Background: an optimization exercise with open tools, aiming at small area, a short achievable clock period and few clock cycles per item. Do not read the settings as production practice.
At most, simulation tests tie the RTL to the original design; equivalence was not proved.

==> branch yarrow <==
## pid_eval
module pid_eval (
    input  wire        clk,
    input  wire        rst,
    input  wire        start,
    input  wire [31:0] sp,
    input  wire [31:0] meas,
    input  wire [31:0] kp,
    input  wire [31:0] ki,
    input  wire [31:0] kd,
    input  wire [31:0] bias,
    input  wire [31:0] dt,
    output wire        ready,
    output reg         done,
    output wire [31:0] out,
    output wire [31:0] integral,
    output wire [31:0] prev_err
);
clock: 20.0 ns
lec_check: 0
cap_margin: 20
core_margin: 2
core_utilization: 40
setup_slack_margin: 5
slew_margin: 20
run.sh (not shown) runs the stock make flow with config.mk's settings and CLKGATE_MAP_FILE= SYNTH_SCRIPT=/design/flow/synth_recipe.tcl, a recipe that flattens the netlist after the stock synthesis.
==> inputs of branch sierra, as changes to branch yarrow <==
--- a/flow/design.v
+++ b/flow/design.v
@@ -204,67 +204,80 @@
     end
     wire        a_n = (a[30:23] != 0);
     wire        nrm = ws[23] & dvs[23];
     wire [29:0] d1  = {4'd0, dvs, 2'b00};       
     wire [29:0] d2  = {3'd0, dvs, 3'b000};      
-    reg [7:0] k2, k1, k0, kn1;
+    reg signed [6:0] m2, m1, m0, mn1;
     always @(*) begin
         case (dvs[22:20])
-            3'd0: begin k2 = 8'd244; k1 = 8'd253; k0 = 8'd5; kn1 = 8'd13; end
-            3'd1: begin k2 = 8'd242; k1 = 8'd252; k0 = 8'd6; kn1 = 8'd15; end
-            3'd2: begin k2 = 8'd241; k1 = 8'd252; k0 = 8'd6; kn1 = 8'd16; end
-            3'd3: begin k2 = 8'd240; k1 = 8'd252; k0 = 8'd7; kn1 = 8'd18; end
-            3'd4: begin k2 = 8'd238; k1 = 8'd251; k0 = 8'd8; kn1 = 8'd20; end
-            3'd5: begin k2 = 8'd237; k1 = 8'd251; k0 = 8'd8; kn1 = 8'd21; end
-            3'd6: begin k2 = 8'd236; k1 = 8'd251; k0 = 8'd9; kn1 = 8'd23; end
-            3'd7: begin k2 = 8'd234; k1 = 8'd250; k0 = 8'd10; kn1 = 8'd25; end
-            default: begin k2 = 8'd0; k1 = 8'd0; k0 = 8'd0; kn1 = 8'd0; end
+            3'd0: begin m2 = 12; m1 = 3; m0 = -5; mn1 = -13; end
+            3'd1: begin m2 = 14; m1 = 4; m0 = -6; mn1 = -15; end
+            3'd2: begin m2 = 15; m1 = 4; m0 = -6; mn1 = -16; end
+            3'd3: begin m2 = 16; m1 = 4; m0 = -7; mn1 = -18; end
+            3'd4: begin m2 = 18; m1 = 5; m0 = -8; mn1 = -20; end
+            3'd5: begin m2 = 19; m1 = 5; m0 = -8; mn1 = -21; end
+            3'd6: begin m2 = 20; m1 = 5; m0 = -9; mn1 = -23; end
+            3'd7: begin m2 = 22; m1 = 6; m0 = -10; mn1 = -25; end
+            default: begin m2 = 0; m1 = 0; m0 = 0; mn1 = 0; end
         endcase
     end
-    function ge;
-        input [7:0] s8, c8, k;
-        reg [7:0] u, v, t;
-        begin
-            u  = s8 ^ c8 ^ k;
-            v  = {(s8[6:0] & c8[6:0]) | (s8[6:0] & k[6:0]) | (c8[6:0] & k[6:0]), 1'b0};
-            t  = u + v;
-            ge = ~t[7];
-        end
-    endfunction
-    wire        fast = a_n & dvs[23];           
-    wire [29:0] w0   = start ? {6'd0, 1'b1, a[22:0]} : ws;
-    wire [29:0] c0   = start ? 30'd0 : wc;
-    wire [23:0] p0   = start ? 24'd0 : qp;
-    wire [23:0] n0   = start ? 24'd0 : qn;
     reg  [29:0] s, c, x, s4, c4, s_2, c_2;
     reg  [33:0] p, n;
     reg  [27:0] p_2, n_2;
+    reg signed [6:0] est;
     reg         qp2, qp1, qn1, qn2;
     integer j;
     always @(*) begin
-        s = w0;
-        c = c0;
-        p = {10'd0, p0};
-        n = {10'd0, n0};
+        s = ws;
+        c = wc;
+        p = {10'd0, qp};
+        n = {10'd0, qn};
         s_2 = 30'd0; c_2 = 30'd0; p_2 = 28'd0; n_2 = 28'd0;
         for (j = 0; j < 5; j = j + 1) begin
             s4  = {s[27:0], 2'b00};
             c4  = {c[27:0], 2'b00};
-            qp2 = ge(s4[29:22], c4[29:22], k2);
-            qp1 = ~qp2 & ge(s4[29:22], c4[29:22], k1);
-            qn2 = ~ge(s4[29:22], c4[29:22], kn1);
-            qn1 = ~qn2 & ~ge(s4[29:22], c4[29:22], k0);
+            est = s4[28:22] + c4[28:22];
+            qp2 = (est >= m2);
+            qp1 = ~qp2 & (est >= m1);
+            qn2 = (est < mn1);
+            qn1 = ~qn2 & (est < m0);
             x   = qp2 ? ~d2 : qp1 ? ~d1 : qn1 ? d1 : qn2 ? d2 : 30'd0;
             s   = s4 ^ c4 ^ x;
             c   = {((s4 & c4) | (s4 & x) | (c4 & x)), 1'b0} | {29'd0, qp2 | qp1};
             p   = {p[31:0], qp2, qp1};
             n   = {n[31:0], qn2, qn1};
             if (j == 1) begin
                 s_2 = s; c_2 = c; p_2 = p[27:0]; n_2 = n[27:0];
             end
         end
     end
+    wire fast = a_n & dvs[23];
+    reg  [29:0] ls, lc, lx, ls4, lc4;
+    reg  [3:0]  lp, ln;
+    reg signed [6:0] lest;
+    reg         lqp2, lqp1, lqn1, lqn2;
+    integer l;
+    always @(*) begin
+        ls = {6'd0, 1'b1, a[22:0]};
+        lc = 30'd0;
+        lp = 4'd0;
+        ln = 4'd0;
+        for (l = 0; l < 2; l = l + 1) begin
+            ls4  = {ls[27:0], 2'b00};
+            lc4  = {lc[27:0], 2'b00};
+            lest = ls4[28:22] + lc4[28:22];
+            lqp2 = (lest >= m2);
+            lqp1 = ~lqp2 & (lest >= m1);
+            lqn2 = (lest < mn1);
+            lqn1 = ~lqn2 & (lest < m0);
+            lx   = lqp2 ? ~d2 : lqp1 ? ~d1 : lqn1 ? d1 : lqn2 ? d2 : 30'd0;
+            ls   = ls4 ^ lc4 ^ lx;
+            lc   = {((ls4 & lc4) | (ls4 & lx) | (lc4 & lx)), 1'b0} | {29'd0, lqp2 | lqp1};
+            lp   = {lp[1:0], lqp2, lqp1};
+            ln   = {ln[1:0], lqn2, lqn1};
+        end
+    end
     always @(posedge clk) begin
         if (pre)
             dvs <= {bin[30:23] != 0, bin[22:0]};
         if (rst) begin
             busy <= 1'b0;
@@ -276,14 +289,14 @@
             first  <= 1'b1;
             busy   <= 1'b1;
             cnt    <= 1'b0;
             norm   <= ~fast;
             if (fast) begin
-                ws <= s_2;
-                wc <= c_2;
-                qp <= p_2[23:0];
-                qn <= n_2[23:0];
+                ws <= ls;
+                wc <= lc;
+                qp <= {20'd0, lp};
+                qn <= {20'd0, ln};
             end else begin
                 ws <= {6'd0, a_n, a[22:0]};
                 wc <= 30'd0;
                 qp <= 24'd0;
                 qn <= 24'd0;
@@ -320,13 +333,15 @@
             end
         end
     end
     assign done = ~busy;
     wire [29:0] w   = s_2 + c_2;
+    wire [29:0] wd  = s_2 + c_2 + d1;
     wire        neg = w[29];
-    wire [27:0] quo = p_2 - n_2 - {27'd0, neg};
-    wire        rz  = (w == 30'd0) | (neg & (w == ~d1 + 30'd1));
+    wire [27:0] qm1 = p_2 + ~n_2;               
+    wire [27:0] quo = neg ? qm1 : qm1 + 28'd1;
+    wire        rz  = neg ? (wd == 30'd0) : (w == 30'd0);
     wire        hi  = quo[26];
     wire [25:0] sig = hi ? quo[26:1] : quo[25:0];
     wire        stk = ~rz | (hi & quo[0]);
     wire signed [9:0] e = $signed({2'd0, a_exp[7:1], a_exp[0] | (a_exp == 0)})
                         - $signed({2'd0, b[30:24], b[23] | ~b_n}) + adj
@@ -395,53 +410,51 @@
     reg  [4:0]  nlz;
     wire [31:0] mul_y;
     fp_mul u_mul (.a(mul_a), .b(mul_b), .na(nsa), .nb(nsb), .nm(nm), .nlz(nlz), .y(mul_y));
     wire a_sub = (mul_a[30:23] == 8'd0) && (mul_a[22:0] != 23'd0);
     wire b_sub = (mul_b[30:23] == 8'd0) && (mul_b[22:0] != 23'd0);
-    wire stall = (st[DE] | st[INT] | st[PI] | st[D]) & (a_sub ^ b_sub) & ~(nsa | nsb);
-    wire [22:0] sm = a_sub ? mul_a[22:0] : mul_b[22:0];
-    reg  [4:0]  slz;
-    integer i;
-    always @(*) begin
-        slz = 5'd0;
-        for (i = 0; i < 23; i = i + 1)
-            if (sm[i]) slz = 5'd23 - i[4:0];
-    end
+    wire stall = (st[DE] | st[INT] | st[PI] | st[D]) & (a_sub ^ b_sub) & ~((nsa | nsb) & nm[23]);
     wire        div_done;
     wire [31:0] div_y;
     fp_div u_div (
         .clk  (clk),
         .rst  (rst),
         .pre  (st[IDLE] & start),
         .bin  (dt),
-        .start(st[DE] & ~stall),
+        .start(st[DE] & ~dstarted),
         .a    (add_y),
         .b    (r_dt),
         .done (div_done),
         .y    (div_y)
     );
     assign ready    = st[IDLE];
     assign out      = add_y;
     assign integral = r_int;
     assign prev_err = r_prev;
     wire adv = ~stall & (~st[PI] | div_done);
+    reg dstarted;
     always @(posedge clk) begin
         done <= 1'b0;
-        if (!stall)
-            mid <= h1_m;
+        mid      <= h1_m;
+        dstarted <= st[DE];
         if (rst) begin
             st     <= 9'd1 << IDLE;
             r_int  <= 32'd0;
             r_prev <= 32'd0;
             nsa    <= 1'b0;
             nsb    <= 1'b0;
         end else begin
             if (stall) begin
-                nm  <= {1'b0, sm} << slz;
-                nlz <= slz;
-                nsa <= a_sub;
-                nsb <= b_sub;
+                if (!(nsa | nsb)) begin
+                    nm  <= {1'b0, a_sub ? mul_a[22:0] : mul_b[22:0]} << 1;
+                    nlz <= 5'd1;
+                    nsa <= a_sub;
+                    nsb <= b_sub;
+                end else begin
+                    nm  <= nm << 1;
+                    nlz <= nlz + 5'd1;
+                end
             end else begin
                 nsa <= 1'b0;
                 nsb <= 1'b0;
                 nlz <= 5'd0;
             end
==> flow/config.mk (replaced) <==
export PLATFORM = sky130hd
export DESIGN_NAME = pid_eval
export DESIGN_NICKNAME = pid_eval
export VERILOG_FILES = /design/flow/design.v
export SDC_FILE = /design/flow/constraint.sdc
export NUM_CORES = 4
export LEC_CHECK = 0
export ABC_AREA = 1
export CAP_MARGIN = 20
export CORE_MARGIN = 2
export CORE_UTILIZATION = 40
export SETUP_SLACK_MARGIN = 5
export SLEW_MARGIN = 20
export TNS_END_PERCENT = 5
==> inputs of branch amber, as changes to branch yarrow <==
--- a/flow/design.v
+++ b/flow/design.v
@@ -204,67 +204,80 @@
     end
     wire        a_n = (a[30:23] != 0);
     wire        nrm = ws[23] & dvs[23];
     wire [29:0] d1  = {4'd0, dvs, 2'b00};       
     wire [29:0] d2  = {3'd0, dvs, 3'b000};      
-    reg [7:0] k2, k1, k0, kn1;
+    reg signed [6:0] m2, m1, m0, mn1;
     always @(*) begin
         case (dvs[22:20])
-            3'd0: begin k2 = 8'd244; k1 = 8'd253; k0 = 8'd5; kn1 = 8'd13; end
-            3'd1: begin k2 = 8'd242; k1 = 8'd252; k0 = 8'd6; kn1 = 8'd15; end
-            3'd2: begin k2 = 8'd241; k1 = 8'd252; k0 = 8'd6; kn1 = 8'd16; end
-            3'd3: begin k2 = 8'd240; k1 = 8'd252; k0 = 8'd7; kn1 = 8'd18; end
-            3'd4: begin k2 = 8'd238; k1 = 8'd251; k0 = 8'd8; kn1 = 8'd20; end
-            3'd5: begin k2 = 8'd237; k1 = 8'd251; k0 = 8'd8; kn1 = 8'd21; end
-            3'd6: begin k2 = 8'd236; k1 = 8'd251; k0 = 8'd9; kn1 = 8'd23; end
-            3'd7: begin k2 = 8'd234; k1 = 8'd250; k0 = 8'd10; kn1 = 8'd25; end
-            default: begin k2 = 8'd0; k1 = 8'd0; k0 = 8'd0; kn1 = 8'd0; end
+            3'd0: begin m2 = 12; m1 = 3; m0 = -5; mn1 = -13; end
+            3'd1: begin m2 = 14; m1 = 4; m0 = -6; mn1 = -15; end
+            3'd2: begin m2 = 15; m1 = 4; m0 = -6; mn1 = -16; end
+            3'd3: begin m2 = 16; m1 = 4; m0 = -7; mn1 = -18; end
+            3'd4: begin m2 = 18; m1 = 5; m0 = -8; mn1 = -20; end
+            3'd5: begin m2 = 19; m1 = 5; m0 = -8; mn1 = -21; end
+            3'd6: begin m2 = 20; m1 = 5; m0 = -9; mn1 = -23; end
+            3'd7: begin m2 = 22; m1 = 6; m0 = -10; mn1 = -25; end
+            default: begin m2 = 0; m1 = 0; m0 = 0; mn1 = 0; end
         endcase
     end
-    function ge;
-        input [7:0] s8, c8, k;
-        reg [7:0] u, v, t;
-        begin
-            u  = s8 ^ c8 ^ k;
-            v  = {(s8[6:0] & c8[6:0]) | (s8[6:0] & k[6:0]) | (c8[6:0] & k[6:0]), 1'b0};
-            t  = u + v;
-            ge = ~t[7];
-        end
-    endfunction
-    wire        fast = a_n & dvs[23];           
-    wire [29:0] w0   = start ? {6'd0, 1'b1, a[22:0]} : ws;
-    wire [29:0] c0   = start ? 30'd0 : wc;
-    wire [23:0] p0   = start ? 24'd0 : qp;
-    wire [23:0] n0   = start ? 24'd0 : qn;
     reg  [29:0] s, c, x, s4, c4, s_2, c_2;
     reg  [33:0] p, n;
     reg  [27:0] p_2, n_2;
+    reg signed [6:0] est;
     reg         qp2, qp1, qn1, qn2;
     integer j;
     always @(*) begin
-        s = w0;
-        c = c0;
-        p = {10'd0, p0};
-        n = {10'd0, n0};
+        s = ws;
+        c = wc;
+        p = {10'd0, qp};
+        n = {10'd0, qn};
         s_2 = 30'd0; c_2 = 30'd0; p_2 = 28'd0; n_2 = 28'd0;
         for (j = 0; j < 5; j = j + 1) begin
             s4  = {s[27:0], 2'b00};
             c4  = {c[27:0], 2'b00};
-            qp2 = ge(s4[29:22], c4[29:22], k2);
-            qp1 = ~qp2 & ge(s4[29:22], c4[29:22], k1);
-            qn2 = ~ge(s4[29:22], c4[29:22], kn1);
-            qn1 = ~qn2 & ~ge(s4[29:22], c4[29:22], k0);
+            est = s4[28:22] + c4[28:22];
+            qp2 = (est >= m2);
+            qp1 = ~qp2 & (est >= m1);
+            qn2 = (est < mn1);
+            qn1 = ~qn2 & (est < m0);
             x   = qp2 ? ~d2 : qp1 ? ~d1 : qn1 ? d1 : qn2 ? d2 : 30'd0;
             s   = s4 ^ c4 ^ x;
             c   = {((s4 & c4) | (s4 & x) | (c4 & x)), 1'b0} | {29'd0, qp2 | qp1};
             p   = {p[31:0], qp2, qp1};
             n   = {n[31:0], qn2, qn1};
             if (j == 1) begin
                 s_2 = s; c_2 = c; p_2 = p[27:0]; n_2 = n[27:0];
             end
         end
     end
+    wire fast = a_n & dvs[23];
+    reg  [29:0] ls, lc, lx, ls4, lc4;
+    reg  [3:0]  lp, ln;
+    reg signed [6:0] lest;
+    reg         lqp2, lqp1, lqn1, lqn2;
+    integer l;
+    always @(*) begin
+        ls = {6'd0, 1'b1, a[22:0]};
+        lc = 30'd0;
+        lp = 4'd0;
+        ln = 4'd0;
+        for (l = 0; l < 2; l = l + 1) begin
+            ls4  = {ls[27:0], 2'b00};
+            lc4  = {lc[27:0], 2'b00};
+            lest = ls4[28:22] + lc4[28:22];
+            lqp2 = (lest >= m2);
+            lqp1 = ~lqp2 & (lest >= m1);
+            lqn2 = (lest < mn1);
+            lqn1 = ~lqn2 & (lest < m0);
+            lx   = lqp2 ? ~d2 : lqp1 ? ~d1 : lqn1 ? d1 : lqn2 ? d2 : 30'd0;
+            ls   = ls4 ^ lc4 ^ lx;
+            lc   = {((ls4 & lc4) | (ls4 & lx) | (lc4 & lx)), 1'b0} | {29'd0, lqp2 | lqp1};
+            lp   = {lp[1:0], lqp2, lqp1};
+            ln   = {ln[1:0], lqn2, lqn1};
+        end
+    end
     always @(posedge clk) begin
         if (pre)
             dvs <= {bin[30:23] != 0, bin[22:0]};
         if (rst) begin
             busy <= 1'b0;
@@ -276,14 +289,14 @@
             first  <= 1'b1;
             busy   <= 1'b1;
             cnt    <= 1'b0;
             norm   <= ~fast;
             if (fast) begin
-                ws <= s_2;
-                wc <= c_2;
-                qp <= p_2[23:0];
-                qn <= n_2[23:0];
+                ws <= ls;
+                wc <= lc;
+                qp <= {20'd0, lp};
+                qn <= {20'd0, ln};
             end else begin
                 ws <= {6'd0, a_n, a[22:0]};
                 wc <= 30'd0;
                 qp <= 24'd0;
                 qn <= 24'd0;
@@ -320,13 +333,15 @@
             end
         end
     end
     assign done = ~busy;
     wire [29:0] w   = s_2 + c_2;
+    wire [29:0] wd  = s_2 + c_2 + d1;
     wire        neg = w[29];
-    wire [27:0] quo = p_2 - n_2 - {27'd0, neg};
-    wire        rz  = (w == 30'd0) | (neg & (w == ~d1 + 30'd1));
+    wire [27:0] qm1 = p_2 + ~n_2;               
+    wire [27:0] quo = neg ? qm1 : qm1 + 28'd1;
+    wire        rz  = neg ? (wd == 30'd0) : (w == 30'd0);
     wire        hi  = quo[26];
     wire [25:0] sig = hi ? quo[26:1] : quo[25:0];
     wire        stk = ~rz | (hi & quo[0]);
     wire signed [9:0] e = $signed({2'd0, a_exp[7:1], a_exp[0] | (a_exp == 0)})
                         - $signed({2'd0, b[30:24], b[23] | ~b_n}) + adj
==> flow/config.mk (replaced) <==
export PLATFORM = sky130hd
export DESIGN_NAME = pid_eval
export DESIGN_NICKNAME = pid_eval
export VERILOG_FILES = /design/flow/design.v
export SDC_FILE = /design/flow/constraint.sdc
export NUM_CORES = 4
export LEC_CHECK = 0
export ABC_AREA = 1
export CAP_MARGIN = 20
export CORE_MARGIN = 2
export CORE_UTILIZATION = 40
export SETUP_SLACK_MARGIN = 5
export SLEW_MARGIN = 20
==> run notes <==
quantity	branch sierra	branch yarrow	branch amber
Worst path buffer plus inverter count	15	38	19
Critical path required time	20.44 ns	20.50 ns	20.46 ns
Clock buffers created by TritonCTS	75	73	77
Post-layout net count	13249	13936	13397
Total number of multi-input combinational cells	8676	8467	8829
Signal inverters	1798	1069	1771
Chip height	453 um	466 um	459 um
Drt initial violations	10129	9945	11360
Status	finished clean	complete, but fails checks	finished clean
Layout check failures	-	setup timing	-
Area fraction in compound gates after synthesis	0.167	0.215	0.168
Count of instances resized after the clock tree is built	185	338	212
Reg-to-reg critical path endpoint	u_div.ws[17]$_DFFE_PP_	r_kp[0]$_DFFE_PN_	u_div.ws[12]$_DFFE_PP_
Worst-case setup margin in the final layout	3.45 ns	-2.96 ns	3.64 ns
Core outline area	200000 um^2	212000 um^2	205000 um^2
Leading cell type in the layout, fill and taps excluded	sky130_fd_sc_hd__nand2_1	sky130_fd_sc_hd__buf_4	sky130_fd_sc_hd__nand2_1
Worst slew margin	0.139	0.148	0.203
Met1 usage in global routing	0.469	0.495	0.476
Post-Layout Inst Area	92200 um^2	111000 um^2	95100 um^2
Testbench counts of branch amber, summed over its fixed seeds: cycles 43,200, items 4,800.
For branch yarrow and branch sierra, only the layout was checked, not whether the RTL still works.

[afterwards: timing with drivers on the ports]
How much do the figures lean on ideal ports? The routed layouts below were timed once more, with nothing changed but the port constraints. Step 1: set_driving_cell puts a clkbuf_16 on clk and a buf_2 on each other input, an assumption about the parent block. Step 2 also shifts input and output timing later by t, the mid clock arrival at the registers, as if the neighbouring blocks saw the same clock. a / b / c = no drivers / after step 1 / after step 2; a / b = the first two.
run | shift t [ns] | setup slack, ns | latest minus earliest clock arrival (ns) | slew at the worst register clock pin (ns) | cell pins on the clock port's net
branch yarrow | 0.823 | -2.959 / -2.959 / -2.959 | 0.069 / 0.069 | 0.07 / 0.07 | 1
branch sierra | 0.805 | 3.451 / 3.451 / 3.451 | 0.050 / 0.051 | 0.08 / 0.08 | 1
branch amber | 0.803 | 3.638 / 3.638 / 3.638 | 0.044 / 0.044 | 0.07 / 0.07 | 1
